What follows belongs to an exercise in optimizing a design on an open flow for small area, a short achievable clock period and few clock cycles; a production flow would make more cautious choices.
The RTL was checked by simulation tests, not by an equivalence proof against the original design.

==> flow/design.v (excerpt) <==
module counter_rtc (
    input  wire        clk,
    input  wire        rst,
    input  wire        in_valid,
    output wire        in_ready,
    input  wire        in_tick,
    input  wire [31:0] in_w0,
    input  wire [31:0] in_w1,
    input  wire [31:0] in_w2,
    input  wire [31:0] in_w3,
    input  wire [31:0] in_w4,
    output wire        out_valid,
    output wire        out_event,
    output wire [31:0] out_w0,
    output wire [31:0] out_w1,
    output wire [31:0] out_w2,
    output wire [31:0] out_w3,
    output wire [31:0] out_w4
);
Size in the first run: roughly 2100 cells after synthesis, about 390 flip-flops, roughly 22000 sq um of cells after synthesis.
Settings: LEC_CHECK=0, CAP_MARGIN=20, CORE_MARGIN=2, CORE_UTILIZATION=40, SETUP_SLACK_MARGIN=5, SLEW_MARGIN=20; clock period 12.0 ns.
standard.sh (not shown) runs the stock make flow with config.mk's settings and CLKGATE_MAP_FILE= SYNTH_SCRIPT=/design/flow/synth_recipe.tcl, a recipe that flattens the netlist after the stock synthesis.
==> flow/flow/run.sh <==
#!/bin/bash
# Layout flow: the standard layout (standard.sh: the standard synthesis,
# floorplan, power grid, placement, clock tree and routing at the design's
# clock period and constraints), with two make settings changed:
#  - the buffer put on every input and output port is buf_1 instead of the
#    flow's default choice;
set -euo pipefail
cd "$(dirname "$0")/.."
bash standard.sh \
  BUFFER_PORTS_ARGS="-buffer_cell sky130_fd_sc_hd__buf_1" \
  SETUP_SLACK_MARGIN=7 \
  finish > standard_flow.log 2>&1
Testbench counts at the start, summed over its fixed seeds: cycles 17,727.
Then changed:
--- a/flow/design.v
+++ b/flow/design.v
@@ -40,33 +40,32 @@
     reg [1:0][22:0] ocr;       
     reg [1:0]       ie;
     reg [1:0][45:0] a_tgt;
     reg [1:0][31:0] a_cb, a_ctx;
     reg [1:0]       a_active;
     reg [1:0]       a_zero;    
     reg        p_fire1;        
     reg        p_eval0;        
     reg        p_eval1;        
     reg        p_sa;           
-    reg        p_isx;          
     reg        p_resp;         
     reg        o_valid;
     reg        o_event;
     reg        o_b0;           
     reg        o_b1;           
     reg [2:0]  o_code;
     reg        o_late;
     reg        m_k;            
     reg        o_time;         
     reg [1:0]  o_ev;           
     reg [1:0]  o_ga;           
-    wire busy = p_fire1 | p_eval0 | p_eval1 | p_sa | p_isx | p_resp;
+    wire busy = p_fire1 | p_eval0 | p_eval1 | p_sa | p_resp;
     assign in_ready = !busy;
     wire acc = in_valid && !busy;
     wire [14:0] lm;
     genvar gi;
     generate
         for (gi = 0; gi < 15; gi = gi + 1) begin : g_lm
             assign lm[gi] = freq_log2 < (4'd15 - gi);
         end
     endgenerate
     wire [22:0] bm    = {lm, 8'hFF};
@@ -101,21 +100,21 @@
                    ((in_w1[15:0] & (in_w1[15:0] - 16'd1)) == 16'd0);
     reg [3:0] freq_n;
     integer i;
     always @(*) begin
         freq_n = 4'd0;
         for (i = 0; i < 16; i = i + 1)
             if (in_w1[i]) freq_n = freq_n | i[3:0];
     end
     wire [30:0] t_s = in_w1[30:0] + {{14{in_w2[31]}}, in_w2[31:15]};
     wire [45:0] tt  = {t_s, in_w2[14:0]};
-    wire        msel     = m_k;
+    wire        msel     = busy ? m_k : in_w0[8];
     wire [45:0] m_tgt    = msel ? a_tgt[1] : a_tgt[0];
     wire        m_gt     = lt46(tv, m_tgt);                 
     wire        m_blk_eq = (((tv ^ m_tgt) & ~bmx) == 46'd0);
     wire        m_tck_eq = (((tv ^ m_tgt) & ~lmx) == 46'd0);
     wire        m_cmpnz  = ((m_tgt[22:0] & cmask) != 23'd0);
     wire        m_active = msel ? a_active[1] : a_active[0];
     wire s_arm = m_blk_eq && !m_tck_eq && m_gt;     
     wire e_arm  = m_active && m_blk_eq && m_cmpnz;
     wire e_fire = m_active && (m_blk_eq ? !m_cmpnz : !m_gt);
     wire e_late = !m_blk_eq;
@@ -210,26 +209,20 @@
             end else begin
                 a_active[m_k] <= 1'b0;
                 ie[m_k]       <= 1'b0;
     begin 
         o_valid <= 1'b1; o_event <= 1'b1; 
         o_b0 <= (m_k); o_late <= (1'b1); 
         o_ev <= (m_k) ? 2'b10 : 2'b01; 
     end
                 p_resp <= 1'b1;
             end
-        end else if (p_isx) begin
-            p_isx <= 1'b0;
-    begin 
-        o_valid <= 1'b1; o_event <= 1'b0; 
-        o_b0 <= (m_active && !m_gt); o_b1 <= (1'b0); o_code <= (C_OK); 
-    end
         end else if (p_resp) begin
             p_resp <= 1'b0;
     begin 
         o_valid <= 1'b1; o_event <= 1'b0; 
         o_b0 <= (1'b1); o_b1 <= (1'b0); o_code <= (C_OK); 
     end
         end else begin
         if (acc && in_tick) begin
             if (begun) begin
                 if (match[0] && ie[0]) ie[0] <= 1'b0;
@@ -304,21 +297,24 @@
         o_b0 <= (1'b0); o_b1 <= (1'b0); o_code <= (C_INDEX); 
     end
                     end else begin
                         case (op)
                         8'h05:  
     begin 
         o_valid <= 1'b1; o_event <= 1'b0; 
         o_b0 <= (a_active[k]); o_b1 <= (1'b0); o_code <= (C_OK); 
     end
                         8'h06: begin  
-                            p_isx <= 1'b1;
+    begin 
+        o_valid <= 1'b1; o_event <= 1'b0; 
+        o_b0 <= (m_active && !m_gt); o_b1 <= (1'b0); o_code <= (C_OK); 
+    end
                         end
                         8'h07: begin  
     begin 
         o_valid <= 1'b1; o_event <= 1'b0; 
         o_b0 <= (1'b1); o_b1 <= (a_active[k]); o_code <= (C_OK); 
     end
                             if (!a_zero[k]) o_ga <= k ? 2'b10 : 2'b01;
                         end
                         8'h09: begin  
                             ie[k]       <= 1'b0;
@@ -355,16 +351,15 @@
         else if (tv_set)
             tv <= tt & ~lmx;
         else if (tv_tick)
             tv <= tv_inc;
         if (rst) begin
             begun   <= 1'b0;
             p_fire1 <= 1'b0;
             p_eval0 <= 1'b0;
             p_eval1 <= 1'b0;
             p_sa    <= 1'b0;
-            p_isx   <= 1'b0;
             p_resp  <= 1'b0;
             o_valid <= 1'b0;
         end
     end
 endmodule
Result: The new run completed with no timing, DRC or antenna violations; first-iteration DRC count rises by 11%; core utilization rises by 2.8 points; non-clock buffer count rises by 70; hold slack loses 26 ps; via count rises by 11%; final area rises by 9.9%; clock-buffer cell count falls by 1; routed wire length rises by 14%; worst setup slack loses 1100 ps; sequential share of layout area falls by 3.9 points; cell count rises by 8.9%; register-to-register slack loses 620 ps.
Testbench counts after the change, summed over its fixed seeds: cycles 17,324.

-- afterwards: timing with drivers on the ports --
The results above use ideal ports. As a check the final layouts listed here were re-extracted and re-timed, cells and wires unchanged.
Step 1 assumes that a clkbuf_16 drives the clock port and a buf_2 every other input.
Step 2 also shifts input and output timing later by t, the mid clock arrival at the registers, as if the neighbouring blocks saw the same clock.
a / b / c = ideal / step 1 / step 2; a / b = the first two.
| run | t (ns) | slack for setup (ns) | worst hold slack (ns) | worst register clock-pin slew, ns |
|---|---|---|---|---|
| the first run | 0.641 | 7.052 / 6.994 / 6.463 | 0.402 / 0.402 / 0.402 | 0.08 / 0.08 |
| the second run | 0.643 | 5.927 / 5.937 / 5.294 | 0.376 / 0.376 / 0.376 | 0.07 / 0.07 |
After both steps every run listed still meets setup and hold. The setup slack of the second run, which loses most, moves by +0.010 ns with the drivers and by -0.633 ns with both steps.
